What follows belongs to an exercise in optimizing a design on an open flow for small area, a short achievable clock period and few clock cycles per item; a production flow would make more cautious choices.
Function was checked by simulation only, so behaviour that the tests miss may differ from the original.
No activity file was given, so power comes from the tool's default toggle rates.

[design.v]
module wfg_divcalc (
    input  wire        clk,
    input  wire        rst,         
    input  wire        start,       
    input  wire [31:0] sysclk_hz,   
    input  wire [31:0] freq,        
    input  wire [31:0] len,         
    output wire        ready,
    output reg         done,        
    output wire [31:0] divider
);
    reg        a_full;      
    reg        a_fin;       
    reg [31:0] an;          
    reg [31:0] af;          
    reg        afovf;       
    reg [31:0] al;          
    reg [31:0] acc;         
    reg        abig;        
    reg        b_busy;
    reg  [5:0] count;       
    reg        nleft;       
    reg        n2left;      
    reg [31:0] xq;          
    reg [31:0] r;           
    reg [31:0] d;           
    reg        bbig;        
    wire take   = a_full & a_fin & ~b_busy;    
    assign ready   = ~a_full;
    assign divider = {xq[23:0], 8'h00};
    wire [31:0] sum;
    wire        sum_c;
    skl_add #(.W(32)) u_mul (.a(acc), .b(af & {32{al[0]}}), .cin(1'b0), .s(sum), .cout(sum_c));
    wire        ovf_nxt = abig | (al[0] & afovf) | sum_c;
    wire        mul_end = (al[31:1] == 31'd0);
    wire        x1      = nleft & xq[31];
    wire        x2      = n2left & xq[30];
    wire [32:0] t1      = {r, x1};
    wire [32:0] s1;
    wire        q1;      
    skl_add #(.W(33)) u_div1 (.a(t1), .b(~{1'b0, d}), .cin(1'b1), .s(s1), .cout(q1));
    wire [33:0] t2      = {r, x1, x2};
    wire [33:0] s2;
    wire        q2;      
    skl_add #(.W(34)) u_div2 (.a(t2), .b(~{2'b00, d}), .cin(1'b1), .s(s2), .cout(q2));
    wire        room2   = (count >= 6'd10) || (count >= 6'd2 && count <= 6'd8);
    wire        two     = ~q1 & room2;
    wire [31:0] r_two   = q2 ? s2[31:0] : t2[31:0];
    wire  [7:0] x8      = nleft ? xq[31:24] : 8'h00;
    wire [31:0] lo8;
    wire        ge8;     
    skl_add #(.W(32)) u_cmp (.a({r[23:0], x8}), .b(~d), .cin(1'b1), .s(lo8), .cout(ge8));
    wire        skip    = ~ge8 && (r[31:24] == 8'd0) && (count >= 6'd16 || count == 6'd8);
    wire        hi_zero = (xq == 32'd0);    
    wire        clamp   = bbig | ((count == 6'd8) & hi_zero);
    wire  [5:0] cnt_m1  = count - 6'd1;
    wire  [5:0] cnt_m2  = count - 6'd2;
    wire  [5:0] cnt_m8  = count - 6'd8;
    wire  [5:0] cnt_nxt = skip ? cnt_m8 : two ? cnt_m2 : cnt_m1;
    wire        last    = clamp | (count == 6'd1) | ((count == 6'd2) & ~q1) | ((count == 6'd8) & skip);
    always @(posedge clk) begin
        if (rst) begin
            a_full <= 1'b0;
            a_fin  <= 1'b0;
            b_busy <= 1'b0;
            done   <= 1'b0;
        end else begin
            if (!a_full) begin
                a_full <= start;
                a_fin  <= 1'b0;
            end else begin
                if (take)
                    a_full <= 1'b0;
                a_fin <= a_fin | mul_end | abig;
            end
            b_busy <= take | (b_busy & ~last);
            done   <= b_busy & last;
        end
    end
    always @(posedge clk) begin
        if (!a_full) begin
            an    <= sysclk_hz;
            af    <= freq;
            al    <= len;
            acc   <= 32'd0;
            afovf <= 1'b0;
            abig  <= 1'b0;
        end else begin
            af    <= {af[30:0], 1'b0};
            al    <= {1'b0, al[31:1]};
            if (!a_fin) begin
                acc   <= sum;
                afovf <= afovf | af[31];
                abig  <= ovf_nxt;
            end
        end
    end
    always @(posedge clk) begin
        if (take) begin
            xq    <= an;
            r     <= 32'd0;
            d     <= acc;
            bbig  <= abig;
            count <= 6'd40;
            nleft <= 1'b1;
            n2left <= 1'b1;
        end else begin
            r      <= skip ? {r[23:0], x8} : two ? r_two : q1 ? s1[31:0] : t1[31:0];
            count  <= cnt_nxt;
            nleft  <= (cnt_nxt > 6'd8);
            n2left <= (cnt_nxt > 6'd9);
            if (clamp)
                xq[23:0] <= 24'h000100;
            else
                xq <= skip ? {xq[23:0], 8'h00} : two ? {xq[29:0], 1'b0, q2} : {xq[30:0], q1};
        end
    end
endmodule
module skl_add #(parameter integer W = 32) (
    input  wire [W-1:0] a,
    input  wire [W-1:0] b,
    input  wire         cin,
    output wire [W-1:0] s,
    output wire         cout
);
    localparam integer N = W + 1;               
    localparam integer L = (N <= 2) ? 1 : (N <= 4) ? 2 : (N <= 8) ? 3 : (N <= 16) ? 4 : (N <= 32) ? 5 : 6;
    wire [N-1:0] g [0:L];
    wire [N-1:0] p [0:L];
    assign g[0] = {a & b, cin};
    assign p[0] = {a ^ b, 1'b0};
    genvar k, i;
    generate
        for (k = 0; k < L; k = k + 1) begin : lvl
            for (i = 0; i < N; i = i + 1) begin : pos
                if ((i >> k) & 1) begin : comb
                    localparam integer J = ((i >> k) << k) - 1;
                    assign g[k+1][i] = g[k][i] | (p[k][i] & g[k][J]);
                    assign p[k+1][i] = p[k][i] & p[k][J];
                end else begin : pass
                    assign g[k+1][i] = g[k][i];
                    assign p[k+1][i] = p[k][i];
                end
            end
        end
    endgenerate
    assign s    = p[0][W:1] ^ g[L][W-1:0];
    assign cout = g[L][W];
endmodule
[flow/run.sh]
#!/bin/bash
# Layout flow: the standard flow, with two changes to how the layout is
# made (the constraints, the clock period and the synthesis are unchanged):
#  - the port buffers are buf_4 cells instead of the resizer's default pick
#  - the slow delay cells are not used as repair buffers
#  - timing repair aims for 6.7 ns of setup slack, i.e. paths of at most 3.3 ns
# Each tool's full output goes to a log file in this folder.
set -euo pipefail

# the platform's don't-use list, plus the delay cells
DU="sky130_fd_sc_hd__probe_p_8 sky130_fd_sc_hd__probec_p_8 sky130_fd_sc_hd__lpflow_bleeder_1 sky130_fd_sc_hd__lpflow_clkbufkapwr_1 sky130_fd_sc_hd__lpflow_clkbufkapwr_16 sky130_fd_sc_hd__lpflow_clkbufkapwr_2 sky130_fd_sc_hd__lpflow_clkbufkapwr_4 sky130_fd_sc_hd__lpflow_clkbufkapwr_8 sky130_fd_sc_hd__lpflow_clkinvkapwr_1 sky130_fd_sc_hd__lpflow_clkinvkapwr_16 sky130_fd_sc_hd__lpflow_clkinvkapwr_2 sky130_fd_sc_hd__lpflow_clkinvkapwr_4 sky130_fd_sc_hd__lpflow_clkinvkapwr_8 sky130_fd_sc_hd__lpflow_decapkapwr_12 sky130_fd_sc_hd__lpflow_decapkapwr_3 sky130_fd_sc_hd__lpflow_decapkapwr_4 sky130_fd_sc_hd__lpflow_decapkapwr_6 sky130_fd_sc_hd__lpflow_decapkapwr_8 sky130_fd_sc_hd__lpflow_inputiso0n_1 sky130_fd_sc_hd__lpflow_inputiso0p_1 sky130_fd_sc_hd__lpflow_inputiso1n_1 sky130_fd_sc_hd__lpflow_inputiso1p_1 sky130_fd_sc_hd__lpflow_inputisolatch_1 sky130_fd_sc_hd__lpflow_isobufsrc_1 sky130_fd_sc_hd__lpflow_isobufsrc_16 sky130_fd_sc_hd__lpflow_isobufsrc_2 sky130_fd_sc_hd__lpflow_isobufsrc_4 sky130_fd_sc_hd__lpflow_isobufsrc_8 sky130_fd_sc_hd__lpflow_isobufsrckapwr_16 sky130_fd_sc_hd__lpflow_lsbuf_lh_hl_isowell_tap_1 sky130_fd_sc_hd__lpflow_lsbuf_lh_hl_isowell_tap_2 sky130_fd_sc_hd__lpflow_lsbuf_lh_hl_isowell_tap_4 sky130_fd_sc_hd__lpflow_lsbuf_lh_isowell_4 sky130_fd_sc_hd__lpflow_lsbuf_lh_isowell_tap_1 sky130_fd_sc_hd__lpflow_lsbuf_lh_isowell_tap_2 sky130_fd_sc_hd__lpflow_lsbuf_lh_isowell_tap_4"
DU="$DU sky130_fd_sc_hd__clkdlybuf4s15_1 sky130_fd_sc_hd__clkdlybuf4s15_2 sky130_fd_sc_hd__clkdlybuf4s18_1 sky130_fd_sc_hd__clkdlybuf4s18_2 sky130_fd_sc_hd__clkdlybuf4s25_1 sky130_fd_sc_hd__clkdlybuf4s25_2 sky130_fd_sc_hd__clkdlybuf4s50_1 sky130_fd_sc_hd__clkdlybuf4s50_2 sky130_fd_sc_hd__dlygate4sd1_1 sky130_fd_sc_hd__dlygate4sd2_1 sky130_fd_sc_hd__dlygate4sd3_1 sky130_fd_sc_hd__dlymetal6s2s_1 sky130_fd_sc_hd__dlymetal6s4s_1 sky130_fd_sc_hd__dlymetal6s6s_1"

# the standard synthesis, unchanged
bash standard.sh synth > synth.log 2>&1

# floorplan to final layout
bash standard.sh "DONT_USE_CELLS=$DU" "BUFFER_PORTS_ARGS=-buffer_cell sky130_fd_sc_hd__buf_4" SETUP_SLACK_MARGIN=6.7 finish > layout.log 2>&1
[standard.sh]
#!/bin/bash
# synth_recipe.tcl (not shown) runs the flow's synth.tcl, then flattens the netlist and writes it again
# the make line also repeats each setting of config.mk as NAME=value (left out here)
make -C /OpenROAD-flow-scripts/flow DESIGN_CONFIG=/design/flow/config.mk WORK_HOME=/design/flow/orfs CLKGATE_MAP_FILE= SYNTH_SCRIPT=/design/flow/synth_recipe.tcl "${@:-finish}"
[config.mk]
export PLATFORM = sky130hd
export DESIGN_NAME = wfg_divcalc
export DESIGN_NICKNAME = wfg_divcalc
export VERILOG_FILES = /design/flow/design.v
export SDC_FILE = /design/flow/constraint.sdc
export NUM_CORES = 4
export LEC_CHECK = 0
export CAP_MARGIN = 20
export CORE_MARGIN = 2
export CORE_UTILIZATION = 40
export PLACE_DENSITY = 0.6
export SLEW_MARGIN = 20
[constraint.sdc]
create_clock -name core_clock -period 10.0 [get_ports {clk}]
set_input_delay 2.0000 -clock core_clock [delete_from_list [all_inputs] [get_ports {clk}]]
set_output_delay 2.0000 -clock core_clock [all_outputs]
set_load 0.01 [all_outputs]
==> results of run 1 <==
cells by family after synthesis:
group	synth area share [%]
AOI/OAI and AO/OA	18.5
xor gates and xnor gates	3.65
adders and majority gates	13.3
buffers and inverters	5.19
DFF	37.6
muxes	6.91
other	0.0256
and+or+nand+nor	14.7
path summary, 6_finish.rpt:
path,start,end,cells after the start
setup / recovery,xq[31],r[28],15
hold / removal,an[3],xq[3],2
setup reg to reg,xq[31],r[28],15
hold reg to reg,an[3],xq[3],2
cells in the final DEF, fill, tap and decap left out, types with 10 or more instances in the layout:
master	count
buf_6	22
nand3_1	32
buf_2	37
a31oi_1	39
a21oi_1	88
clkbuf_16	30
fa_1	13
and2_1	42
xnor2_1	31
mux2i_1	18
buf_1	48
mux2_4	10
nor3_1	23
dfxtp_1	149
ha_4	16
a21o_1	40
edfxtp_1	73
inv_2	10
nand2b_1	10
ha_1	118
nor2_1	94
nand4_1	15
mux2_2	62
a22o_1	15
o21ai_0	69
o211ai_1	15
nand2_1	144
dfxtp_2	14
inv_1	55
a21oi_2	16
xor2_1	28
buf_4	127
nor4_1	19
critical path: stages, from the launching register on:
cell and delay [ns]:
edfxtp_1 0.40, nand2_2 0.11, buf_6 0.12, inv_8 0.03
ha_4 0.26, nand2b_4 0.06, a21oi_4 0.17, o21ai_4 0.09
a211oi_4 0.33, o21ai_2 0.15, a311o_2 0.45, buf_1 0.13
a21o_4 0.22, or4_4 0.54, a21oi_2 0.15, a211o_1 0.10
what timing repair did:
| action | 4_1_cts | 5_1_grt |
|---|---|---|
| setup endpoints to repair | 133 | 78 |
| pin swaps | 28 | 61 |
| setup buffers | 49 | 64 |
| resized for setup | 89 | 148 |
| cloned | 4 | 4 |
routing by layer:
layer | part of all wire (%) | global-route usage (%) | wire, microns | vias to the layer above
li1 | - | - | - | 6096
met1 | 45 | 28.4 | 19100 | 6037
met2 | 46 | 34.0 | 19300 | 438
met3 | 5.7 | 3.16 | 2400 | 89
met4 | 2.8 | 6.67 | 1160 | 0
met5 | 0 | 0 | 0 | -
area by class of cell:
cell class,count,share of cell area [%]
multi-input combinational,1171,50.2
sequential,239,30.2
inverter,69,1.56
clock inverter,16,0.867
tap,468,3.19
timing repair buffer,250,9.69
clock buffer,36,4.26
registers in the layout, summed over array words and instances, names as in the netlist:
name	cells
b_busy	1
done	1
al	32
xq	32
afovf	1
nleft	1
d	32
n2left	1
r	32
acc	32
a_fin	1
a_full	1
abig	1
af	32
count	6
bbig	1
an	32
where the power goes:
part           internal [mW]  switching [mW]
clock                  0.606           0.436
combinational           1.21            1.34
sequential              1.18           0.256
total                   3.00            2.03
==> reports/metrics.csv, run 1 <==
metric,value,unit
hold_buf cts,0,
reg2reg setup slack,6.62,ns
"top cells by area, synth","dfxtp_1 (23%), edfxtp_1 (15%), ha_1 (12%)",
Via density,5.63,
total track usage,20.9,%
Setup TNS Final,0,ns
"CTS clk-pin slew, worst paths",0.06,ns
n_diodes,0,
Port Buf Inserts,124,
first-pass GRT wire length,64.6,mm
VDD IR max,129,uV
Final Cycle Share,33.8,%
core region area,36300,sq um
Setup WS pre-CTS,5.21,ns
Via Count,12660,
Post-Syn Instances,1562,
CP arrival,3.88,ns
Worst Hold Class,flip-flop to flip-flop,
Starting Density,40.3,%
Hold WS,0.451,ns
Die W,195,microns
total CTS buffers,28,
syn_area_per_cell,9.38,sq um
largest net degree at the start of global routing,59,
Clock Latency Late Sink,0.56,ns
H-tree levels,1,
TritonCTS clock tree,built,
number of synthesized flops with an enable pin,73,
WL/cell,18.6,microns
Setup Crit Path Kind,flip-flop to flip-flop,
RSZ-0062 raised after global routing,yes,
Post-synth ARST share,0,%
skew final,0.0172,ns
actual transition at the worst max-transition pin,1.33,ns
maxcap violations,0,
Die H,195,microns
multi-input logic area,9210,sq um
io pins,133,
most common cell in the synthesized netlist,dfxtp_1,
"Primary FF master, synth",dfxtp_1,
Period minus WS final,3.38,ns
register area share after synthesis,37.6,%
Synth area leader,dfxtp_1,
top cell type's share of synthesized area,22.7,%
buffer depth of the longest clock path,3,
Final Instance Count excl. Fillers,2249,
"Distinct cells, synth",83,
area growth from synthesis to layout,25.1,%
Yosys reg bits,239,
Reg area,5540,sq um
vias in the first global route,12169,
CP Capture Type,flip-flop,
Die ar.,38200,sq um
Placer Congestion,0.924,
Final HPWL DP,27.7,mm
GRT Residual Overflow,0,
dpl cells,2076,
status,finished clean,
initial antenna violation count,0,
Worst Path Max Fanout,3,
Max-slew headroom,11.1,%
Final Cell Area,18300,sq um
Final WS setup,6.62,ns
Post-synth top cells,"dfxtp_1 (166), nand2_1 (151), ha_1 (135)",
share of cells above drive strength 1,26.6,%
Slew Limit Fails,0,
PnR Total Power,5.03,mW
CP required,10.50,ns
final core occ,50.4,%
FMAX,0.296,GHz
Starting DRT DRC Count,1006,
CTS root buf,clkbuf_16,
Rows,70,
final hold viol count,0,
Critical Path Source Type,flip-flop,
Fillers,3296,
pwr/cell area,274,nW/um^2
synth warn,4,
P_leak,7.84,nW
DRC errors left,0,
CTS sink count,239,
Routed WL,41.9,mm
Antenna Nets Post-Route,0,
TritonRoute pass-1 iters,6,
Placement Cell Area,15700,sq um
synthesized cell area,14700,sq um
Post-layout nets,2006,
setup violators final,0,
Testbench counts, summed over its fixed seeds: cycles 16,935, items 1,024.
==> inputs of run 2 (changes only) <==
--- a/flow/run.sh
+++ b/flow/run.sh
@@ -3,7 +3,7 @@
 # made (the constraints, the clock period and the synthesis are unchanged):
 #  - the port buffers are buf_4 cells instead of the resizer's default pick
 #  - the slow delay cells are not used as repair buffers
-#  - timing repair aims for 6.7 ns of setup slack, i.e. paths of at most 3.3 ns
+#  - timing repair aims for 5.0 ns of setup slack, i.e. paths of at most 5.0 ns
 # Each tool's full output goes to a log file in this folder.
 set -euo pipefail
 
@@ -15,4 +15,4 @@
 bash standard.sh synth > synth.log 2>&1
 
 # floorplan to final layout
-bash standard.sh "DONT_USE_CELLS=$DU" "BUFFER_PORTS_ARGS=-buffer_cell sky130_fd_sc_hd__buf_4" SETUP_SLACK_MARGIN=6.7 finish > layout.log 2>&1
+bash standard.sh "DONT_USE_CELLS=$DU" "BUFFER_PORTS_ARGS=-buffer_cell sky130_fd_sc_hd__buf_4" SETUP_SLACK_MARGIN=5.0 finish > layout.log 2>&1
==> run 2 against run 1 <==
Clock skew is 0.0025 ns lower. Synthesized area did not move. Die area unchanged. Non-clock buffer count shrank 115. Synthesized cell count did not move. Via count is 6.0% lower. Cell area fell by 8.8%. Setup slack worse by 1.0 ns. Maximum frequency is 23% lower. Critical path depth fell by 1. First-iteration DRC count shrank 29%. Sequential share of layout area increased by 2.8 points.
==> reports/metrics.csv, run 2 <==
metric,value,unit
synth warn,4,
CTS root buf,clkbuf_16,
maxcap violations,0,
Die H,195,microns
Routed WL,38.3,mm
CP arrival,4.80,ns
P_leak,7.26,nW
number of synthesized flops with an enable pin,73,
Starting DRT DRC Count,719,
Post-synth ARST share,0,%
total CTS buffers,27,
H-tree levels,1,
Die ar.,38200,sq um
worst hold path depth,2,
setup bufs post-CTS,0,
"Primary FF master, synth",dfxtp_1,
"top cells by area, synth","dfxtp_1 (23%), edfxtp_1 (15%), ha_1 (12%)",
Slew Limit Fails,0,
Max-slew headroom,24.2,%
"most common cell after layout, fill and taps aside",dfxtp_1,
Worst Hold Class,flip-flop to flip-flop,
pwr/cell area,266,nW/um^2
CP max-delay cell,a21oi_2,
min-delay src,an[0],
TritonRoute pass-1 iters,6,
Rows,70,
core region area,36300,sq um
Via Count,11902,
first-pass GRT wire length,62.2,mm
dpl cells,2076,
Setup Crit Path Kind,flip-flop to flip-flop,
worst reg2reg endpoint,r[15],
total track usage,19.9,%
Worst Hold Path EP,xq[0],
"CTS clk-pin slew, worst paths",0.06,ns
synthesized cell area,14700,sq um
Setup TNS Final,0,ns
VDD IR max,146,uV
most common cell in the synthesized netlist,dfxtp_1,
"commonest cells after routing, fill and taps aside","dfxtp_1 (165), nand2_1 (150), ha_1 (135), buf_4 (124), a21oi_1 (104)",
CTS resizes,0,
final hold viol count,0,
Starting Density,40.3,%
Clock Latency Late Sink,0.56,ns
Final Cycle Share,44.0,%
reg2reg setup slack,5.60,ns
CP required,10.39,ns
Placer Congestion,0.909,
critical-path cell list,"nand2_1, inv_1, ha_1, nand2b_1, a21oi_2, o21ai_2, a211oi_4, o21ai_2, a311o_2, a21oi_2, clkbuf_2, mux2_1, a221oi_2, a21oi_1",
Worst Path Max Fanout,18,
top cell type's share of synthesized area,22.7,%
skew final,0.0147,ns
buffer depth of the longest clock path,3,
Setup crit start,xq[31],
"Distinct cells, synth",83,
actual transition at the worst max-transition pin,1.14,ns
setup violators final,0,
Post-layout nets,1885,
Antenna Nets Post-Route,0,
TritonCTS clock tree,built,
WL/cell,18.0,microns
Period minus WS final,4.40,ns
share of cells above drive strength 1,16.6,%
io pins,133,
register area share after synthesis,37.6,%
Post-Syn Instances,1562,
n_diodes,0,
status,finished clean,
RR Startpoint,xq[31],
Final Instance Count excl. Fillers,2127,
Critical Path Source Type,flip-flop,
initial antenna violation count,0,
syn_area_per_cell,9.38,sq um
buffers plus inverters on the worst setup path,2,
FMAX,0.227,GHz
Synth area leader,dfxtp_1,
Via density,5.60,
area growth from synthesis to layout,14.1,%
"Largest stage delay, worst path",0.64,ns
Final HPWL DP,28.0,mm
largest net degree at the start of global routing,62,
Post-synth top cells,"dfxtp_1 (166), nand2_1 (151), ha_1 (135)",
vias in the first global route,11769,
CP Capture Type,flip-flop,
DRC errors left,0,
GRT Residual Overflow,0,
critical path's top delay family,compound AO/OA/AOI/OAI gates,
CTS sink count,239,
RSZ-0062 raised after global routing,no,
Yosys reg bits,239,
hold_buf cts,0,
Die W,195,microns
R2R depth,14,
Fillers,3447,
Port Buf Inserts,124,
-- run 2: cell count changes in the layout (fill, tap and decap cells not counted), moves of 9 or more --
cell | before | now
ha_1 | 118 | 135
dfxtp_1 | 149 | 165
mux2_4 | 10 | 0
buf_6 | 22 | 0
dfxtp_2 | 14 | 1
inv_2 | 10 | 1
buf_1 | 48 | 4
inv_1 | 55 | 66
a21oi_1 | 88 | 104
buf_2 | 37 | 5
o21ai_0 | 69 | 79
a21oi_2 | 16 | 2
ha_4 | 16 | 0
-- run 2: layout make-up --
cell class                 count  area, sq um  share of cell area [%]
clock inverter                16          211                    1.26
multi-input combinational   1166         8410                    50.3
inverter                      69          260                    1.56
clock buffer                  34          743                    4.45
sequential                   239         5520                    33.0
timing repair buffer         135          996                    5.96
tap                          468          586                    3.50
-- run 2: worst max-delay path by stage --
stage / end / cells past startpoint / slack, ns
2_1_floorplan: ready / 3 / 6.18
3_3_place_gp: r[15] / 14 / 5.41
3_5_place_dp: r[9] / 14 / 5.28
4_1_cts: r[10] / 14 / 5.29
5_1_grt: acc[31] / 17 / 5.10
6_report: r[15] / 14 / 5.60
-- run 2: worst reg2reg max path: stages (launching register included) --
cell      delay, ns
edfxtp_1       0.42
nand2_1        0.17
inv_1          0.12
ha_1           0.29
nand2b_1       0.08
a21oi_2        0.21
o21ai_2        0.13
a211oi_4       0.34
o21ai_2        0.16
a311o_2        0.44
a21oi_2        0.64
clkbuf_2       0.55
mux2_1         0.39
a221oi_2       0.23
a21oi_1        0.09
-- run 2: logic make-up (layout without fill, tap and decap cells) --
logic type / after synthesis / after routing / share of synthesized area, %
AND/OR/NAND/NOR: 447 / 447 / 14.7
AO/OA/AOI/OAI: 410 / 410 / 18.5
flip-flops: 239 / 239 / 37.6
buffers and inverters: 164 / 254 / 5.19
adder cells (fa/ha/maj): 148 / 148 / 13.3
multiplexers: 92 / 92 / 6.91
XOR/XNOR: 61 / 61 / 3.65
other: 1 / 8 / 0.0256
-- run 2: power breakdown --
| part | internal [mW] | total (mW) | switching [mW] |
|---|---|---|---|
| logic | 0.865 | 1.96 | 1.10 |
| registers | 1.17 | 1.42 | 0.244 |
| clock network | 0.636 | 1.06 | 0.427 |
| total | 2.67 | 4.44 | 1.77 |
-- run 2: per-layer routing --
layer  wire length, microns  part of all wire [%]  global-route usage [%]
met3                   2270                   5.9                    3.07
met5                      0                     0                       0
met1                  17800                    46                    27.1
met4                   1090                   2.9                    6.05
met2                  17200                    45                    32.8
-- run 2: through the flow --
step	total power [mW]	cell area, sq um	setup WS (ns)	hold slack [ns]	util, %
CTS	4.42	16700	5.29	0.450	45.9
floorplan	2.86	14700	6.18	0.418	-
global route	4.74	16700	5.10	0.491	46.0
global placement	3.31	15700	5.41	0.438	43.3
detailed placement	3.34	15700	5.28	0.436	43.3
finish	4.44	16700	5.60	0.448	46.0
==> inputs of run 3 (changes only) <==
--- a/flow/run.sh
+++ b/flow/run.sh
@@ -3,7 +3,7 @@
 # made (the constraints, the clock period and the synthesis are unchanged):
 #  - the port buffers are buf_4 cells instead of the resizer's default pick
 #  - the slow delay cells are not used as repair buffers
-#  - timing repair aims for 5.0 ns of setup slack, i.e. paths of at most 5.0 ns
+#  - timing repair aims for 7.0 ns of setup slack, i.e. paths of at most 3.0 ns
 # Each tool's full output goes to a log file in this folder.
 set -euo pipefail
 
@@ -15,4 +15,4 @@
 bash standard.sh synth > synth.log 2>&1
 
 # floorplan to final layout
-bash standard.sh "DONT_USE_CELLS=$DU" "BUFFER_PORTS_ARGS=-buffer_cell sky130_fd_sc_hd__buf_4" SETUP_SLACK_MARGIN=5.0 finish > layout.log 2>&1
+bash standard.sh "DONT_USE_CELLS=$DU" "BUFFER_PORTS_ARGS=-buffer_cell sky130_fd_sc_hd__buf_4" SETUP_SLACK_MARGIN=7.0 finish > layout.log 2>&1
==> run 3 against run 2 <==
Synthesized area did not move. Via count rose by 12%. Routed wire length rose by 17%. Die area did not move. Synthesized cell count did not move. Combinational power rose by 53%. Still clean. Setup slack improved by 1.1 ns. Global-route usage rose by 2.5 points. Power rose by 22%. Final cell count rose by 10%. Cell area rose by 18%. First-iteration DRC count rose by 41%.
==> reports/metrics.csv, run 3 <==
metric,value,unit
status,finished clean,
synth warn,4,
Post-Syn Instances,1562,
Final WS setup,6.68,ns
CTS sink count,239,
net switching power,2.22,mW
Starting Density,40.3,%
CP max-delay cell,edfxtp_1,
Port Buf Inserts,124,
hold_buf cts,0,
DRC errors left,0,
Via Count,13340,
RSZ-0062 raised after global routing,yes,
area growth from synthesis to layout,34.7,%
vias in the first global route,13004,
share of cells above drive strength 1,33.1,%
CP required,10.43,ns
H-tree levels,1,
Setup WS pre-CTS,5.33,ns
Max-slew headroom,26.2,%
Routed WL,45.0,mm
Sequential Power Share,26.5,%
skew final,0.0120,ns
CP Capture Type,flip-flop,
synthesized cell area,14700,sq um
Worst Hold Class,flip-flop to flip-flop,
Slew Limit Fails,0,
total track usage,22.4,%
R2R depth,15,
Starting DRT DRC Count,1012,
most common cell in the synthesized netlist,dfxtp_1,
Die H,195,microns
Die ar.,38200,sq um
Period minus WS final,3.32,ns
io pins,133,
Rows,70,
TritonCTS clock tree,built,
number of synthesized flops with an enable pin,73,
"most common cell after layout, fill and taps aside",nand2_1,
clock share of power,18.4,%
Setup Crit Path Kind,flip-flop to flip-flop,
core region area,36300,sq um
WL/cell,19.2,microns
pwr/cell area,276,nW/um^2
CP arrival,3.75,ns
Yosys reg bits,239,
maxcap violations,0,
FMAX,0.301,GHz
Post-synth ARST share,0,%
register area share after synthesis,37.6,%
Synth area leader,dfxtp_1,
buffer depth of the longest clock path,3,
combinational power share,55.1,%
"Primary FF master, synth",dfxtp_1,
"commonest cells after routing, fill and taps aside","nand2_1 (126), dfxtp_1 (125), buf_4 (110), ha_1 (107), buf_1 (94)",
initial antenna violation count,0,
CTS root buf,clkbuf_16,
Switching Fraction,40.8,%
internal power,3.22,mW
final hold viol count,0,
Setup TNS Final,0,ns
n_diodes,0,
Post-layout nets,2096,
Final HPWL DP,27.9,mm
critical-path cell list,"nand2_2, inv_2, ha_4, nand2b_4, buf_6, a21oi_4, o21ai_4, a211oi_4, o21ai_4, a311o_2, a21oi_4, buf_8, mux2_4, a221oi_2, a21oi_1",
Final Cycle Share,33.2,%
Placer Congestion,0.914,
total CTS buffers,28,
syn_area_per_cell,9.38,sq um
P_leak,8.22,nW
Post-synth top cells,"dfxtp_1 (166), nand2_1 (151), ha_1 (135)",
Via density,5.70,
Clock Latency Late Sink,0.57,ns
CP Depth,15,
top cell type's share of synthesized area,22.7,%
buffers plus inverters on the worst setup path,3,
"CTS clk-pin slew, worst paths",0.06,ns
Worst Path Max Fanout,8,
Fillers,3132,
largest net degree at the start of global routing,60,
VDD IR max,138,uV
TritonRoute pass-1 iters,7,
GRT Residual Overflow,0,
Antenna Nets Post-Route,0,
final core occ,54.3,%
first-pass GRT wire length,68.7,mm
"Distinct cells, synth",83,
"Largest stage delay, worst path",0.41,ns
"top cells by area, synth","dfxtp_1 (23%), edfxtp_1 (15%), ha_1 (12%)",
actual transition at the worst max-transition pin,1.11,ns
Critical Path Source Type,flip-flop,
critical path's top delay family,compound AO/OA/AOI/OAI gates,
setup violators final,0,
Die W,195,microns
worst hold path depth,2,
run 3: cell types whose count changed in the layout (fill, tap and decap cells not counted), moves of 17 or more:
cell,previous run,this run
buf_1,4,94
buf_6,0,67
dfxtp_1,165,125
buf_2,5,39
a21oi_1,104,75
dfxtp_4,0,28
ha_1,135,107
ha_4,0,27
a21oi_2,2,27
nand2_1,150,126
nand2_2,2,23
o21ai_0,79,62
run 3: cell families after synthesis:
| kind of cell | Yosys count | synth area share, % |
|---|---|---|
| mux | 92 | 6.91 |
| buf+inv | 164 | 5.19 |
| flops | 239 | 37.6 |
| xor+xnor | 61 | 3.65 |
| fa+ha+maj | 148 | 13.3 |
| simple gates | 447 | 14.7 |
| compound gates | 410 | 18.5 |
| other cells | 1 | 0.0256 |
run 3: layout make-up:
cell class,count,area [sq um],share of cell area [%]
clock inverter,19,171,0.869
inverter,69,285,1.45
sequential,239,5640,28.6
timing repair inverter,1,8.76,0.0444
multi-input combinational,1175,9860,50.0
tap,468,586,2.97
timing repair buffer,335,2470,12.5
clock buffer,33,719,3.65
run 3: final timing paths:
path	start	slack, ns	to
worst max-delay path	xq[31]	6.68	r[15]
worst min-delay path	an[3]	0.45	xq[3]
worst max register to register	xq[31]	6.68	r[15]
worst min register to register	an[3]	0.45	xq[3]
run 3: power groups by stage:
stage / Sequential, mW / Combinational (mW) / Clock (mW)
global route: 1.45 / 3.22 / 1.06
global placement: 1.42 / 1.92 / 0
CTS: 1.42 / 2.62 / 1.02
finish: 1.44 / 3.00 / 0.999
detailed placement: 1.43 / 1.93 / 0
floorplan: 1.32 / 1.55 / 0
run 3: worst min-delay path, delay by kind of cell (launching register included):
kind | cells | cell delay [ns]
compound gates | 1 | 0.05
simple gates | 1 | 0.04
flops | 1 | 0.32
run 3: metrics by stage:
step / hold WS [ns] / area (sq um) / power (mW) / cells
floorplan: 0.418 / 14700 / 2.86 / 1569
global placement: 0.424 / 15800 / 3.34 / 2075
detailed placement: 0.436 / 15800 / 3.36 / 2075
CTS: 0.459 / 18900 / 5.06 / 2306
global route: 0.482 / 19700 / 5.72 / 2339
finish: 0.451 / 19700 / 5.44 / 2339
run 3: layer usage:
layer	track usage, %	part of all wire, %	wire (microns)	vias to the layer above
met5	0	0	0	-
met4	8.93	3.2	1440	0
met3	4.47	7.5	3370	131
met2	36.3	46	20700	558
met1	29.4	43	19500	6372
li1	-	-	-	6279
run 3: what timing repair did:
| action | CTS | global route |
|---|---|---|
| cloned | 10 | 0 |
| setup buffers | 169 | 31 |
| gates resized for setup | 344 | 149 |
| pin swaps | 98 | 75 |
| setup endpoints to repair | 157 | 118 |
==> inputs of run 4 (changes only) <==
--- a/flow/run.sh
+++ b/flow/run.sh
@@ -3,7 +3,7 @@
 # made (the constraints, the clock period and the synthesis are unchanged):
 #  - the port buffers are buf_4 cells instead of the resizer's default pick
 #  - the slow delay cells are not used as repair buffers
-#  - timing repair aims for 7.0 ns of setup slack, i.e. paths of at most 3.0 ns
+#  - timing repair aims for 6.4 ns of setup slack, i.e. paths of at most 3.6 ns
 # Each tool's full output goes to a log file in this folder.
 set -euo pipefail
 
@@ -15,4 +15,4 @@
 bash standard.sh synth > synth.log 2>&1
 
 # floorplan to final layout
-bash standard.sh "DONT_USE_CELLS=$DU" "BUFFER_PORTS_ARGS=-buffer_cell sky130_fd_sc_hd__buf_4" SETUP_SLACK_MARGIN=7.0 finish > layout.log 2>&1
+bash standard.sh "DONT_USE_CELLS=$DU" "BUFFER_PORTS_ARGS=-buffer_cell sky130_fd_sc_hd__buf_4" SETUP_SLACK_MARGIN=6.4 finish > layout.log 2>&1
--- a/config.mk
+++ b/config.mk
@@ -7,6 +7,6 @@
 export LEC_CHECK = 0
 export CAP_MARGIN = 20
 export CORE_MARGIN = 2
-export CORE_UTILIZATION = 40
-export PLACE_DENSITY = 0.6
+export CORE_UTILIZATION = 55
+export PLACE_DENSITY = 0.7
 export SLEW_MARGIN = 20
==> run 4 against run 3 <==
Still clean. First-iteration DRC count down 3.1%. Power down 17%. Worst hold slack better by 0.0078 ns. Routed wire length down 15%. Sequential power about the same. Sequential cell count unchanged. Final cell count down 13%. Critical endpoint is now r[5].
==> reports/metrics.csv, run 4 <==
metric,value,unit
final hold viol count,0,
buffer depth of the longest clock path,3,
Yosys reg bits,239,
RSZ-0062 raised after global routing,yes,
M2 GR Usage,42.5,%
hold_buf cts,0,
Fillers,2209,
area growth from synthesis to layout,15.7,%
Setup Crit Path Kind,flip-flop to flip-flop,
Die ar.,28000,sq um
M3 GR Usage,3.40,%
Via density,6.00,
Die H,167,microns
Final HPWL DP,27.1,mm
global routing's busiest layer,met2,
"Distinct cells, synth",83,
top cell type's share of synthesized area,22.7,%
M1 GR Usage,37.5,%
net switching power,1.81,mW
Post-synth ARST share,0,%
TritonCTS clock tree,built,
Clock Latency Late Sink,0.54,ns
multi-input logic area,8640,sq um
most common cell in the synthesized netlist,dfxtp_1,
register area share after synthesis,37.6,%
P_leak,7.41,nW
"CTS clk-pin slew, worst paths",0.06,ns
skew final,0.0213,ns
VDD IR max,148,uV
Post-synth top cells,"dfxtp_1 (166), nand2_1 (151), ha_1 (135)",
CP arrival,3.92,ns
largest net degree at the start of global routing,64,
PnR Total Power,4.49,mW
Synth area leader,dfxtp_1,
Starting DRT DRC Count,981,
Final Cell Area,16900,sq um
Final Cycle Share,35.2,%
first-pass GRT wire length,61.3,mm
Placer Congestion,0.933,
Switching Fraction,40.2,%
clock share of power,21.1,%
n_diodes,0,
synthesized cell area,14700,sq um
Starting Density,56.1,%
Placement Cell Area,15600,sq um
actual transition at the worst max-transition pin,1.02,ns
CP Capture Type,flip-flop,
WL/cell,18.8,microns
Die W,167,microns
critical-path cell list,"nand2_2, inv_2, ha_1, nand2b_1, a21oi_2, o21ai_2, a211oi_4, o21ai_4, a311o_2, a21oi_4, buf_12, buf_2, mux2_1, a21oi_1, a21oi_1",
maxcap violations,0,
Post-layout nets,1933,
"Primary FF master, synth",dfxtp_1,
Max-slew headroom,31.9,%
"Largest stage delay, worst path",0.45,ns
Port Buf Inserts,124,
"commonest cells after routing, fill and taps aside","dfxtp_1 (159), nand2_1 (148), ha_1 (135), buf_4 (129), a21oi_1 (103)",
CTS sink count,239,
Period minus WS final,3.52,ns
total CTS buffers,27,
status,finished clean,
Post-Syn Instances,1562,
Setup TNS Final,0,ns
Reg area,5530,sq um
number of synthesized flops with an enable pin,73,
CTS root buf,clkbuf_16,
CP required,10.40,ns
share of cells above drive strength 1,19.2,%
GRT Residual Overflow,0,
Critical Path Source Type,flip-flop,
DRC errors left,0,
TritonRoute pass-1 iters,17,
"top cells by area, synth","dfxtp_1 (23%), edfxtp_1 (15%), ha_1 (12%)",
internal power,2.68,mW
FMAX,0.284,GHz
initial antenna violation count,0,
Worst Path Max Fanout,12,
combinational power share,47.5,%
pwr/cell area,265,nW/um^2
Most Frequent Cell on Critical Path,a21oi_1,
syn_area_per_cell,9.38,sq um
"most common cell after layout, fill and taps aside",dfxtp_1,
Sequential Power Share,31.3,%
io pins,133,
critical path's top delay family,compound AO/OA/AOI/OAI gates,
Via Count,12253,
Antenna Nets Post-Route,0,
CP max-delay cell,a311o_2,
Slew Limit Fails,0,
setup violators final,0,
H-tree levels,1,
synth warn,4,
final core occ,64.8,%
vias in the first global route,11737,
Routed WL,38.4,mm
total track usage,26.6,%
core region area,26100,sq um
Rows,59,
buffers plus inverters on the worst setup path,3,
Worst Hold Class,flip-flop to flip-flop,
[run 4: routing by layer]
| layer | vias up | wire [microns] |
|---|---|---|
| met5 | - | 0 |
| met4 | 0 | 1230 |
| met3 | 93 | 2520 |
| met2 | 470 | 17600 |
| met1 | 5755 | 17000 |
| li1 | 5935 | - |
[run 4: layout make-up]
cell class / count / area share (%)
multi-input combinational: 1168 / 51.0
sequential: 239 / 32.6
timing repair buffer: 181 / 7.34
clock buffer: 40 / 4.51
tap: 335 / 2.47
inverter: 69 / 1.58
clock inverter: 10 / 0.487
[run 4: worst paths after layout]
path | end | slack [ns] | depth (start not counted) | start
max reg2reg | r[5] | 6.48 | 15 | xq[31]
max | r[5] | 6.48 | 15 | xq[31]
min | xq[3] | 0.46 | 2 | an[3]
min reg2reg | xq[3] | 0.46 | 2 | an[3]
[run 4: per-stage QoR]
| step | std cells | hold WS [ns] | setup slack, ns |
|---|---|---|---|
| 4_1_cts | 2000 | 0.461 | 6.34 |
| 6_report | 2042 | 0.459 | 6.48 |
| 5_1_grt | 2042 | 0.478 | 6.35 |
| 3_5_place_dp | 1944 | 0.445 | 5.17 |
| 2_1_floorplan | 1569 | 0.418 | 6.61 |
| 3_3_place_gp | 1944 | 0.433 | 5.24 |
[run 4: power by group through the flow]
stage / clock network, mW / registers (mW) / logic (mW)
2_1_floorplan: 0 / 1.32 / 1.54
3_3_place_gp: 0 / 1.41 / 1.89
3_5_place_dp: 0 / 1.42 / 1.92
4_1_cts: 0.964 / 1.40 / 1.99
5_1_grt: 1.01 / 1.42 / 2.37
6_report: 0.950 / 1.41 / 2.13
[run 4: cell families after synthesis]
| kind of cell | count (synthesis) | share of synthesized area [%] |
|---|---|---|
| simple gates | 447 | 14.7 |
| compound gates | 410 | 18.5 |
| flops | 239 | 37.6 |
| buf+inv | 164 | 5.19 |
| fa+ha+maj | 148 | 13.3 |
| mux | 92 | 6.91 |
| xor+xnor | 61 | 3.65 |
| other cells | 1 | 0.0256 |
[run 4: worst register-to-register path: cells and delay by family (launching register included)]
family                     cells  cell delay, ns
AOI/OAI and AO/OA              8            1.75
buffers and inverters          3            0.43
DFF                            1            0.42
muxes                          1            0.34
adders and majority gates      1            0.27
and+or+nand+nor                2            0.19
[run 4: what timing repair did]
action | CTS | global route
setup buffers | 5 | 41
resized for setup | 41 | 35
pin swaps | 6 | 17
cloned | 1 | 1
setup endpoints to repair | 129 | 99
==> inputs of run 5 (changes only) <==
--- a/config.mk
+++ b/config.mk
@@ -7,6 +7,7 @@
 export LEC_CHECK = 0
 export CAP_MARGIN = 20
 export CORE_MARGIN = 2
-export CORE_UTILIZATION = 55
-export PLACE_DENSITY = 0.7
+export CORE_UTILIZATION = 40
+export GPL_TIMING_DRIVEN = 1
+export PLACE_DENSITY = 0.6
 export SLEW_MARGIN = 20
==> run 5 against run 4 <==
Clock skew decreased by 0.00079 ns. Power increased by 3.1%. Sequential share of layout area decreased by 0.54 points. Via count decreased by 1.1%. First-iteration DRC count increased by 5.1%. Synthesized cell count unchanged. Largest power group unchanged.
==> reports/metrics.csv, run 5 <==
metric,value,unit
post-synthesis mux area share,6.91,%
XOR/XNOR share of the synthesized area,3.65,%
top cell type's share of synthesized area,22.7,%
complex-gate fraction of the synthesized area,18.5,%
WL/cell,18.0,microns
Setup TNS Final,0,ns
Max-slew headroom,17.3,%
number of synthesized flops with an enable pin,73,
CTS sink count,239,
multi-input logic area,8650,sq um
DRC errors left,0,
synth warn,4,
final hold viol count,0,
CP Capture Type,primary output,
status,finished clean,
total CTS buffers,28,
dpl cells,2075,
Hold WS,0.468,ns
Antenna Nets Post-Route,0,
Final Instance Count excl. Fillers,2167,
internal power,2.77,mW
largest net degree at the start of global routing,57,
uppermost layer routed,met4,
Setup WS pre-CTS,5.28,ns
"most common cell after layout, fill and taps aside",dfxtp_1,
Routed WL,39.0,mm
Via density,5.59,
wl on met1,18.0,mm
Critical Path Source Type,flip-flop,
most common cell in the synthesized netlist,dfxtp_1,
Final Cycle Share,34.6,%
Via Count,12116,
hold_buf cts,0,
pwr/cell area,269,nW/um^2
first-pass GRT wire length,62.4,mm
GRT Residual Overflow,0,
share of cells above drive strength 1,20.0,%
"Largest stage delay, worst path",0.43,ns
critical-path cell list,"inv_4, buf_4",
Starting Density,40.3,%
setup violators final,0,
RSZ-0062 raised after global routing,yes,
"commonest cells after routing, fill and taps aside","dfxtp_1 (160), nand2_1 (147), ha_1 (135), buf_4 (128), a21oi_1 (103)",
Switching Fraction,40.1,%
Worst Hold Class,flip-flop to flip-flop,
Synth area leader,dfxtp_1,
core region area,36300,sq um
VDD IR max,127,uV
CTS root buf,clkbuf_16,
Final WS setup,6.54,ns
largest family of logic cells by synthesized area,compound AO/OA/AOI/OAI gates,
TritonRoute pass-1 iters,8,
skew final,0.0205,ns
Rows,70,
initial antenna violation count,0,
combinational power share,46.4,%
Worst Path Max Fanout,24,
Die H,195,microns
maxcap violations,0,
Post-synth top cells,"dfxtp_1 (166), nand2_1 (151), ha_1 (135)",
"Distinct cells, synth",83,
Period minus WS final,3.46,ns
buffer depth of the longest clock path,3,
io pins,133,
Placer Congestion,0.909,
Fillers,3413,
post-synthesis simple-gate area fraction,14.7,%
Port Buf Inserts,124,
CP arrival,1.46,ns
syn_area_per_cell,9.38,sq um
TritonCTS clock tree,built,
"top cells by area, synth","dfxtp_1 (23%), edfxtp_1 (15%), ha_1 (12%)",
routed wl met2,17.5,mm
vias in the first global route,11954,
synthesized cell area,14700,sq um
Yosys reg bits,239,
Post-Syn Instances,1562,
area growth from synthesis to layout,17.6,%
Reg area,5530,sq um
Die ar.,38200,sq um
H-tree levels,1,
total track usage,20.1,%
CP required,8.00,ns
Sequential Power Share,30.6,%
"CTS clk-pin slew, worst paths",0.06,ns
clock share of power,23.1,%
actual transition at the worst max-transition pin,1.24,ns
Setup Crit Path Kind,flip-flop to primary output,
CP max-delay cell,dfxtp_4,
P_leak,7.45,nW
FMAX,0.289,GHz
Adder-Cell Fraction of Synth Area,13.3,%
Final HPWL DP,27.6,mm
register area share after synthesis,37.6,%
Clock Latency Late Sink,0.56,ns
Post-layout nets,1923,
Die W,195,microns
Post-synth ARST share,0,%
Starting DRT DRC Count,1031,
Slew Limit Fails,0,
net switching power,1.85,mW
met3 WL,2.22,mm
"Primary FF master, synth",dfxtp_1,
==> run 5: cell counts after synthesis <==
Identical to the previous run, type by type.
==> run 5: stage by stage <==
step / utilization, % / area [sq um] / power [mW]
6_report: 47.4 / 17200 / 4.63
5_1_grt: 47.4 / 17200 / 4.94
4_1_cts: 46.6 / 17000 / 4.52
3_5_place_dp: 43.3 / 15700 / 3.35
3_3_place_gp: 43.3 / 15700 / 3.31
2_1_floorplan: - / 14700 / 2.86
==> run 5: layer usage <==
| layer | up-vias | global-route usage, % |
|---|---|---|
| met1 | 5721 | 27.1 |
| met5 | - | 0 |
| met3 | 85 | 3.35 |
| met2 | 383 | 32.5 |
| met4 | 0 | 7.32 |
| li1 | 5927 | - |
==> run 5: repair_timing <==
| action | CTS | global route |
|---|---|---|
| resized for setup | 43 | 38 |
| pin swaps | 5 | 17 |
| buffers inserted | 11 | 24 |
| cloned | 3 | 1 |
| setup endpoints to repair | 98 | 73 |
==> run 5: power by group through the flow <==
stage          clock, mW  sequential, mW  combinational [mW]
3_5_place_dp           0            1.43                1.92
4_1_cts             1.09            1.41                2.02
6_report            1.07            1.42                2.15
2_1_floorplan          0            1.32                1.54
3_3_place_gp           0            1.43                1.88
5_1_grt             1.13            1.44                2.38
==> run 5: cell families (layout without fill, tap and decap cells) <==
kind of cell | count (synthesis) | count (layout)
xor gates and xnor gates | 61 | 61
other | 1 | 9
DFF | 239 | 239
adders and majority gates | 148 | 148
and+or+nand+nor | 447 | 450
muxes | 92 | 92
AOI/OAI and AO/OA | 410 | 410
buffers and inverters | 164 | 290
==> run 5: critical path: cells and delay by family, from the launching register on <==
family | cells | cell delay (ns)
flops | 1 | 0.43
buf+inv | 2 | 0.47
==> run 5: final timing paths <==
check | slack [ns] | start | end | cells after the start
setup reg to reg | 6.54 | xq[26] | r[6] | 12
setup / recovery | 6.54 | a_full | ready | 2
hold reg to reg | 0.47 | an[0] | xq[0] | 2
hold / removal | 0.47 | an[0] | xq[0] | 2
==> run 5: final cells by class <==
cell class,count,share of cell area [%]
antenna,1,0.0145
clock buffer,31,4.25
clock inverter,21,1.39
inverter,69,1.57
multi-input combinational,1169,50.2
sequential,239,32.1
tap,468,3.40
timing repair buffer,169,7.09
==> inputs of run 6 (changes only) <==
--- a/config.mk
+++ b/config.mk
@@ -8,6 +8,5 @@
 export CAP_MARGIN = 20
 export CORE_MARGIN = 2
 export CORE_UTILIZATION = 40
-export GPL_TIMING_DRIVEN = 1
 export PLACE_DENSITY = 0.6
 export SLEW_MARGIN = 20
==> run 6 against run 5 <==
Cell area is the same. Sequential power barely moved. Power unchanged. Synthesized cell count stayed put. Critical path depth did not move. Maximum frequency unchanged. First-iteration DRC count unchanged. Routed wire length unchanged. Worst hold slack is the same. Global-route usage stayed put. Largest cell class unchanged.
==> reports/metrics.csv, run 6 <==
metric,value,unit
Post-layout nets,1923,
register area share after synthesis,37.6,%
Final HPWL DP,27.6,mm
post-synthesis mux area share,6.91,%
Routed WL,39.0,mm
final hold viol count,0,
"Largest stage delay, worst path",0.43,ns
core region area,36300,sq um
"Distinct cells, synth",83,
skew final,0.0205,ns
P_leak,7.45,nW
Port Buf Inserts,124,
CP arrival,1.46,ns
initial antenna violation count,0,
total track usage,20.1,%
Post-synth ARST share,0,%
Starting Density,40.3,%
actual transition at the worst max-transition pin,1.24,ns
H-tree levels,1,
Reg area,5530,sq um
Synth area leader,dfxtp_1,
VDD IR max,127,uV
WL/cell,18.0,microns
most common cell in the synthesized netlist,dfxtp_1,
maxcap violations,0,
buffers plus inverters on the worst setup path,2,
Worst Hold Class,flip-flop to flip-flop,
critical path's top delay family,buffers and inverters,
"CTS clk-pin slew, worst paths",0.06,ns
DRC errors left,0,
complex-gate fraction of the synthesized area,18.5,%
status,finished clean,
Yosys reg bits,239,
total CTS buffers,28,
Post-Syn Instances,1562,
Critical Path Source Type,flip-flop,
CP required,8.00,ns
first-pass GRT wire length,62.4,mm
Final Cycle Share,34.6,%
largest family of logic cells by synthesized area,compound AO/OA/AOI/OAI gates,
"most common cell after layout, fill and taps aside",dfxtp_1,
Die ar.,38200,sq um
post-synthesis simple-gate area fraction,14.7,%
Worst Path Max Fanout,24,
Period minus WS final,3.46,ns
TritonRoute pass-1 iters,8,
Antenna Nets Post-Route,0,
"top cells by area, synth","dfxtp_1 (23%), edfxtp_1 (15%), ha_1 (12%)",
CP max-delay cell,dfxtp_4,
buffer depth of the longest clock path,3,
vias in the first global route,11954,
Via density,5.59,
Die W,195,microns
CTS root buf,clkbuf_16,
Clock Latency Late Sink,0.56,ns
area growth from synthesis to layout,17.6,%
RSZ-0062 raised after global routing,yes,
Via Count,12116,
Rows,70,
TritonCTS clock tree,built,
XOR/XNOR share of the synthesized area,3.65,%
final core occ,47.4,%
Slew Limit Fails,0,
top cell type's share of synthesized area,22.7,%
Setup Crit Path Kind,flip-flop to primary output,
Max-slew headroom,17.3,%
syn_area_per_cell,9.38,sq um
GRT Residual Overflow,0,
setup violators final,0,
io pins,133,
Post-synth top cells,"dfxtp_1 (166), nand2_1 (151), ha_1 (135)",
"commonest cells after routing, fill and taps aside","dfxtp_1 (160), nand2_1 (147), ha_1 (135), buf_4 (128), a21oi_1 (103)",
Starting DRT DRC Count,1031,
synthesized cell area,14700,sq um
share of cells above drive strength 1,20.0,%
synth warn,4,
Placer Congestion,0.909,
hold_buf cts,0,
multi-input logic area,8650,sq um
CP Capture Type,primary output,
FMAX,0.289,GHz
critical-path cell list,"inv_4, buf_4",
Fillers,3413,
Die H,195,microns
CTS sink count,239,
"Primary FF master, synth",dfxtp_1,
pwr/cell area,269,nW/um^2
number of synthesized flops with an enable pin,73,
Adder-Cell Fraction of Synth Area,13.3,%
Setup TNS Final,0,ns
largest net degree at the start of global routing,57,
==> run 6: cell counts in the layout (fill, tap and decap cells not counted) <==
No cell type changed its count.
==> run 6: repair_timing <==
| action | in CTS | in global routing |
|---|---|---|
| endpoints found under the setup margin | 98 | 73 |
| pin swaps | 5 | 17 |
| setup buffers | 11 | 24 |
| gates resized for setup | 43 | 38 |
| cloned | 3 | 1 |
==> run 6: area by class of cell <==
| cell class | instances | share of cell area [%] |
|---|---|---|
| clock buffers | 31 | 4.25 |
| diodes | 1 | 0.0145 |
| flip-flops and latches | 239 | 32.1 |
| repair buffers | 169 | 7.09 |
| well taps | 468 | 3.40 |
| inverters | 69 | 1.57 |
| clock inverters | 21 | 1.39 |
| multi-input cells | 1169 | 50.2 |
==> run 6: cells by family (layout without fill, tap and decap cells) <==
group           count (synthesis)  in the layout
other cells                     1              9
mux                            92             92
xor+xnor                       61             61
flops                         239            239
fa+ha+maj                     148            148
compound gates                410            410
simple gates                  447            450
buf+inv                       164            290
==> run 6: report_power, final <==
part | switching [mW] | total, mW | internal (mW)
clock | 0.432 | 1.07 | 0.636
sequential | 0.241 | 1.42 | 1.17
combinational | 1.18 | 2.15 | 0.965
total | 1.85 | 4.63 | 2.77
==> run 6: metrics by stage <==
step	setup WS [ns]	total power, mW	cell area, sq um	hold WS (ns)	cells
2_1_floorplan	6.61	2.86	14700	0.418	1569
3_3_place_gp	5.37	3.31	15700	0.446	2075
3_5_place_dp	5.28	3.35	15700	0.446	2075
4_1_cts	6.40	4.52	17000	0.475	2141
5_1_grt	6.33	4.94	17200	0.481	2166
6_report	6.54	4.63	17200	0.468	2167
==> run 6: metal layers <==
| layer | vias up | track usage, % | part of all wire [%] |
|---|---|---|---|
| met5 | - | 0 | 0 |
| met4 | 0 | 7.32 | 3.3 |
| met3 | 85 | 3.35 | 5.7 |
| met2 | 383 | 32.5 | 45 |
| met1 | 5721 | 27.1 | 46 |
| li1 | 5927 | - | - |
==> run 6: final timing paths <==
check / from / endpoint / slack, ns / depth (start not counted)
hold reg to reg: an[0] / xq[0] / 0.47 / 2
setup reg to reg: xq[26] / r[6] / 6.54 / 12
setup / recovery: a_full / ready / 6.54 / 2
hold / removal: an[0] / xq[0] / 0.47 / 2
==> run 6: tightest hold or removal path: cells and delay by family, from the launching register on <==
kind | cells | cell delay [ns]
AOI/OAI and AO/OA | 1 | 0.06
DFF | 1 | 0.33
and+or+nand+nor | 1 | 0.05
==> inputs of run 7 (changes only) <==
--- a/flow/run.sh
+++ b/flow/run.sh
@@ -1,7 +1,7 @@
 #!/bin/bash
 # Layout flow: the standard flow, with two changes to how the layout is
 # made (the constraints, the clock period and the synthesis are unchanged):
-#  - the port buffers are buf_4 cells instead of the resizer's default pick
+#  - the port buffers are buf_2 cells instead of the resizer's default pick
 #  - the slow delay cells are not used as repair buffers
 #  - timing repair aims for 6.4 ns of setup slack, i.e. paths of at most 3.6 ns
 # Each tool's full output goes to a log file in this folder.
@@ -15,4 +15,4 @@
 bash standard.sh synth > synth.log 2>&1
 
 # floorplan to final layout
-bash standard.sh "DONT_USE_CELLS=$DU" "BUFFER_PORTS_ARGS=-buffer_cell sky130_fd_sc_hd__buf_4" SETUP_SLACK_MARGIN=6.4 finish > layout.log 2>&1
+bash standard.sh "DONT_USE_CELLS=$DU" "BUFFER_PORTS_ARGS=-buffer_cell sky130_fd_sc_hd__buf_2" SETUP_SLACK_MARGIN=6.4 finish > layout.log 2>&1
--- a/config.mk
+++ b/config.mk
@@ -8,5 +8,6 @@
 export CAP_MARGIN = 20
 export CORE_MARGIN = 2
 export CORE_UTILIZATION = 40
+export CTS_BUF_LIST = sky130_fd_sc_hd__clkbuf_8
 export PLACE_DENSITY = 0.6
 export SLEW_MARGIN = 20
==> run 7 against run 6 <==
Still clean on timing, DRC and antenna. Maximum frequency down 1.1%. Combinational power down 3%. Via count up 0.96%. Worst hold slack worse by 0.0064 ns. Power down 3.6%. Sequential power about the same. Largest power group unchanged.
==> reports/metrics.csv, run 7 <==
metric,value,unit
maxcap violations,0,
initial antenna violation count,0,
total track usage,19.8,%
Setup TNS Final,0,ns
Routed WL,39.3,mm
final hold viol count,0,
P_leak,7.38,nW
Hold WS,0.461,ns
RSZ-0062 raised after global routing,yes,
VDD IR max,124,uV
vias in the first global route,11694,
Final Instance Count excl. Fillers,2195,
Max-slew headroom,26.5,%
CP required,8.00,ns
synth warn,4,
Synth area leader,dfxtp_1,
CTS sink count,239,
CP arrival,1.50,ns
area growth from synthesis to layout,14.6,%
Worst Path Max Fanout,21,
number of synthesized flops with an enable pin,73,
most common cell in the synthesized netlist,dfxtp_1,
Rows,70,
buffer depth of the longest clock path,3,
CTS root buf,clkbuf_8,
Post-synth ARST share,0,%
"Primary FF master, synth",dfxtp_1,
io pins,133,
H-tree levels,2,
FMAX,0.286,GHz
Via density,5.57,
Yosys reg bits,239,
status,finished clean,
syn_area_per_cell,9.38,sq um
Post-Syn Instances,1562,
"most common cell after layout, fill and taps aside",dfxtp_1,
CP Capture Type,primary output,
Via Count,12232,
Port Buf Inserts,124,
Critical Path Source Type,flip-flop,
Worst Hold Class,flip-flop to flip-flop,
Period minus WS final,3.50,ns
total CTS buffers,45,
Clock Latency Late Sink,0.58,ns
n_diodes,0,
share of cells above drive strength 1,19.7,%
largest net degree at the start of global routing,58,
pwr/cell area,266,nW/um^2
TritonRoute pass-1 iters,5,
first-pass GRT wire length,61.1,mm
TritonCTS clock tree,built,
Final HPWL DP,27.4,mm
"Distinct cells, synth",83,
skew final,0.0256,ns
Starting DRT DRC Count,941,
"CTS clk-pin slew, worst paths",0.06,ns
Die H,195,microns
DRC errors left,0,
Placer Congestion,0.911,
"commonest cells after routing, fill and taps aside","dfxtp_1 (161), nand2_1 (148), buf_2 (139), ha_1 (135), a21oi_1 (102)",
Post-layout nets,1937,
Slew Limit Fails,0,
top cell type's share of synthesized area,22.7,%
Die ar.,38200,sq um
setup violators final,0,
final core occ,46.2,%
Starting Density,40.3,%
Antenna Nets Post-Route,0,
Setup Crit Path Kind,flip-flop to primary output,
Die W,195,microns
Post-synth top cells,"dfxtp_1 (166), nand2_1 (151), ha_1 (135)",
actual transition at the worst max-transition pin,1.10,ns
register area share after synthesis,37.6,%
"top cells by area, synth","dfxtp_1 (23%), edfxtp_1 (15%), ha_1 (12%)",
WL/cell,17.9,microns
PnR Total Power,4.46,mW
GRT Residual Overflow,0,
dpl cells,2077,
Final Cycle Share,35.0,%
synthesized cell area,14700,sq um
core region area,36300,sq um
[run 7: repair_timing]
action	in CTS	in global routing
hold buffers	0	0
cloned	1	1
setup endpoints to repair	140	66
setup buffers	5	27
endpoints found under the hold margin	0	0
gates resized for setup	34	36
pin swaps	2	11
[run 7: path summary, 6_finish.rpt]
path	from	endpoint	slack, ns	depth (start not counted)
setup reg to reg	d[31]	nleft	6.51	13
hold / removal	an[19]	xq[19]	0.46	1
setup / recovery	a_full	ready	6.50	2
hold reg to reg	an[19]	xq[19]	0.46	1
[run 7: stage by stage]
stage / worst slack, ns / instance area [sq um]
2_1_floorplan: 6.61 / 14700
3_3_place_gp: 5.47 / 15400
3_5_place_dp: 5.26 / 15400
4_1_cts: 6.28 / 16500
5_1_grt: 6.28 / 16800
6_report: 6.50 / 16800
[run 7: final cells by class]
type | instances | area, sq um
Sequential cell | 239 | 5530
Clock inverter | 33 | 206
Timing Repair Buffer | 167 | 886
Tap cell | 468 | 586
Clock buffer | 51 | 702
Multi-Input combinational cell | 1168 | 8620
Fill cell | 3474 | 19600
Inverter | 69 | 268
[run 7: worst max-delay path, stage by stage, from the launching register on]
cell and delay [ns]:
dfxtp_4 0.43, inv_4 0.29, buf_2 0.20
[run 7: kinds of logic after synthesis]
kind of cell             after synthesis  synth area share [%]
XOR/XNOR                              61                  3.65
AND/OR/NAND/NOR                      447                  14.7
other                                  1                0.0256
adder cells (fa/ha/maj)              148                  13.3
AO/OA/AOI/OAI                        410                  18.5
multiplexers                          92                  6.91
flip-flops                           239                  37.6
buffers and inverters                164                  5.19
[run 7: report_power, final]
group / internal [mW] / leakage, nW / switching [mW]
logic: 0.932 / 4.80 / 1.15
registers: 1.17 / 2.07 / 0.241
clock network: 0.522 / 0.508 / 0.444
total: 2.63 / 7.38 / 1.84
[run 7: per-layer routing]
| layer | GRT usage [%] | wire (microns) |
|---|---|---|
| met1 | 26.5 | 17700 |
| met2 | 32.3 | 17700 |
| met3 | 3.94 | 2760 |
| met4 | 6.28 | 1050 |
| met5 | 0 | 0 |
==> inputs of run 8 (changes only) <==
--- a/config.mk
+++ b/config.mk
@@ -5,9 +5,9 @@
 export SDC_FILE = /design/flow/constraint.sdc
 export NUM_CORES = 4
 export LEC_CHECK = 0
+export ABC_AREA = 1
 export CAP_MARGIN = 20
 export CORE_MARGIN = 2
 export CORE_UTILIZATION = 40
-export CTS_BUF_LIST = sky130_fd_sc_hd__clkbuf_8
 export PLACE_DENSITY = 0.6
 export SLEW_MARGIN = 20
==> run 8 against run 7 <==
Critical path depth stayed put. Largest cell class unchanged. Cell area rose by 1.8%. Sequential power hardly changed. Clock power rose by 8%. Largest power group unchanged. Global-route usage is 0.81 points higher. Die area grew 4.0%. Power rose by 4.3%. Clock skew fell by 0.013 ns. Synthesized cell count up 31%. Critical path type unchanged. Worst hold slack worse by 0.014 ns. Core utilization is 0.70 points lower. Synthesized area up 4.1%.
==> reports/metrics.csv, run 8 <==
metric,value,unit
status,finished clean,
Yosys reg bits,239,
Post-synth ARST share,0,%
core region area,37600,sq um
most common cell in the synthesized netlist,nand2_1,
Setup Crit Path Kind,flip-flop to primary output,
clock share of power,22.4,%
GRT Residual Overflow,0,
"Distinct cells, synth",52,
maxcap violations,0,
Worst Hold Class,flip-flop to flip-flop,
Via Count,13703,
Clock Latency Late Sink,0.57,ns
synthesized cell area,15300,sq um
"most common cell after layout, fill and taps aside",nand2_1,
total CTS buffers,27,
initial antenna violation count,0,
internal power,2.60,mW
TritonRoute pass-1 iters,5,
hold_buf cts,0,
Slew Limit Fails,0,
Routed WL,41.1,mm
Rows,71,
Final Cell Area,17100,sq um
Synth area leader,dfxtp_1,
Fillers,3794,
CP required,8.00,ns
RR Startpoint,xq[31],
worst hold path depth,2,
area growth from synthesis to layout,12.1,%
PnR Total Power,4.65,mW
skew final,0.0129,ns
vias in the first global route,12798,
register area share after synthesis,36.2,%
Final Cycle Share,35.1,%
final hold viol count,0,
Final HPWL DP,29.8,mm
P_leak,8.63,nW
Starting Density,40.6,%
min-delay src,al[29],
synth warn,4,
"commonest cells after routing, fill and taps aside","nand2_1 (553), inv_1 (246), dfxtp_1 (162), nor2_1 (155), ha_1 (135)",
Port Buf Inserts,124,
DRC errors left,0,
Placer Congestion,0.896,
H-tree levels,1,
Starting DRT DRC Count,1043,
critical path's top delay family,buffers and inverters,
TritonCTS clock tree,built,
Via density,5.16,
R2R depth,18,
Switching Fraction,44.2,%
worst reg2reg endpoint,r[14],
Setup WS pre-CTS,6.15,ns
Max-slew headroom,26.5,%
top cell type's share of synthesized area,21.8,%
Sequential Power Share,30.9,%
"Largest stage delay, worst path",0.44,ns
first-pass GRT wire length,65.9,mm
combinational power share,46.6,%
syn_area_per_cell,7.44,sq um
CP Depth,2,
"top cells by area, synth","dfxtp_1 (22%), edfxtp_1 (14%), nand2_1 (14%)",
Placement Cell Area,16000,sq um
buffers plus inverters on the worst setup path,2,
Die W,199,microns
total track usage,20.6,%
Antenna Nets Post-Route,0,
Setup TNS Final,0,ns
RSZ-0062 raised after global routing,no,
number of synthesized flops with an enable pin,73,
WL/cell,15.5,microns
CP Capture Type,primary output,
Worst Path Max Fanout,82,
Post-synth top cells,"nand2_1 (553), inv_1 (247), dfxtp_1 (166)",
Critical Path Source Type,flip-flop,
"CTS clk-pin slew, worst paths",0.07,ns
critical-path cell list,"inv_16, buf_2",
CP arrival,1.51,ns
share of cells above drive strength 1,10.9,%
Worst Hold Path EP,al[28],
pwr/cell area,272,nW/um^2
CTS root buf,clkbuf_16,
Die ar.,39700,sq um
n_diodes,0,
Final Instance Count excl. Fillers,2658,
Die H,199,microns
VDD IR max,138,uV
dpl cells,2603,
FMAX,0.285,GHz
buffer depth of the longest clock path,3,
Period minus WS final,3.51,ns
Post-Syn Instances,2050,
CP max-delay cell,dfxtp_4,
setup violators final,0,
io pins,133,
net switching power,2.06,mW
"Primary FF master, synth",dfxtp_1,
reg2reg setup slack,6.68,ns
actual transition at the worst max-transition pin,1.10,ns
Final WS setup,6.49,ns
CTS sink count,239,
largest net degree at the start of global routing,83,
Post-layout nets,2373,
[run 8: worst max-delay path by stage]
| stage | start | end | slack, ns |
|---|---|---|---|
| after detailed placement | nleft | n2left | 6.15 |
| after CTS | a_full | ready | 6.42 |
| final | a_full | ready | 6.49 |
| after floorplan | a_full | ready | 6.57 |
| after global routing | a_full | ready | 6.40 |
| after global placement | r[1] | xq[8] | 6.20 |
[run 8: cells by family (layout without fill, tap and decap cells)]
family	count (synthesis)	after routing	share of synthesized area, %
AO/OA/AOI/OAI	372	372	14.0
flip-flops	239	239	36.2
AND/OR/NAND/NOR	887	890	24.2
buffers and inverters	354	441	9.99
other	1	8	0.0246
adder cells (fa/ha/maj)	148	148	12.8
XOR/XNOR	49	49	2.81
[run 8: timing repair]
action	in CTS	in global routing
endpoints found under the hold margin	0	0
setup endpoints to repair	48	66
pin swaps	0	2
cloned	1	2
resized for setup	7	16
setup buffers	0	2
[run 8: cell type report]
| class | instances | area (sq um) | area share (%) |
|---|---|---|---|
| clock buffers | 35 | 787 | 4.60 |
| flip-flops and latches | 239 | 5520 | 32.3 |
| inverters | 257 | 1000 | 5.85 |
| repair buffers | 134 | 671 | 3.92 |
| clock inverters | 15 | 164 | 0.959 |
| multi-input cells | 1467 | 8310 | 48.6 |
| well taps | 511 | 639 | 3.74 |
[run 8: worst reg2reg max path: cells and delay by family, from the launching register on]
kind                       cells  cell delay [ns]
adders and majority gates      1             0.29
AOI/OAI and AO/OA              4             0.80
buffers and inverters          4             0.40
DFF                            1             0.39
and+or+nand+nor                9             1.36
[run 8: stage by stage]
stage / utilization, % / hold WS [ns]
5_1_grt: 45.5 / 0.470
6_report: 45.5 / 0.447
3_5_place_dp: 42.7 / 0.440
2_1_floorplan: - / 0.421
3_3_place_gp: 42.7 / 0.433
4_1_cts: 45.3 / 0.449
[run 8: power groups by stage]
stage               clock network, mW  logic (mW)  registers, mW
floorplan                           0        1.69           1.34
global placement                    0        2.05           1.45
detailed placement                  0        2.08           1.45
CTS                              1.06        2.11           1.43
global route                     1.11        2.45           1.46
finish                           1.04        2.17           1.44
[run 8: metal layers]
layer | routed length, microns | part of all wire (%) | vias to the layer above | global-route usage, %
met2 | 18300 | 45 | 448 | 33.2
met5 | 0 | 0 | - | 0
met4 | 1220 | 3.0 | 0 | 6.80
met3 | 2520 | 6.1 | 82 | 2.75
met1 | 19000 | 46 | 6272 | 28.5
li1 | - | - | 6901 | -

## what the ideal ports hide
How much do the figures lean on ideal ports? The routed layouts below were timed once more, with nothing changed but the port constraints. Step 1, drivers: a clkbuf_16 drives clk and a buf_2 each remaining input, both assumed. Step 2, shift: input delay + t, output delay - t, t = (earliest + latest rising clock arrival at the registers) / 2. This alone moves slack from input paths to output paths. Slacks: no drivers / after step 1 / after step 2; pairs: no drivers / after step 1.
run	t (ns)	setup slack, ns	worst hold slack (ns)	latest minus earliest clock arrival (ns)	worst data-port slew with drivers (ns)
run 1	0.609	6.619 / 6.619 / 6.619	0.451 / 0.451 / 0.451	0.017 / 0.017	0.06
run 2	0.607	5.596 / 5.596 / 5.596	0.448 / 0.448 / 0.448	0.017 / 0.017	0.07
run 3	0.611	6.675 / 6.675 / 6.675	0.451 / 0.451 / 0.451	0.012 / 0.013	0.06
run 4	0.579	6.477 / 6.477 / 6.477	0.459 / 0.459 / 0.459	0.022 / 0.022	0.04
run 5	0.599	6.537 / 6.485 / 6.543	0.468 / 0.468 / 0.468	0.020 / 0.021	0.07
run 6	0.599	6.537 / 6.485 / 6.543	0.468 / 0.468 / 0.468	0.020 / 0.021	0.07
run 7	0.619	6.498 / 6.451 / 6.512	0.461 / 0.461 / 0.461	0.026 / 0.026	0.06
run 8	0.613	6.494 / 6.442 / 6.675	0.447 / 0.447 / 0.447	0.013 / 0.013	0.05
After both steps setup and hold are still met in every run listed.
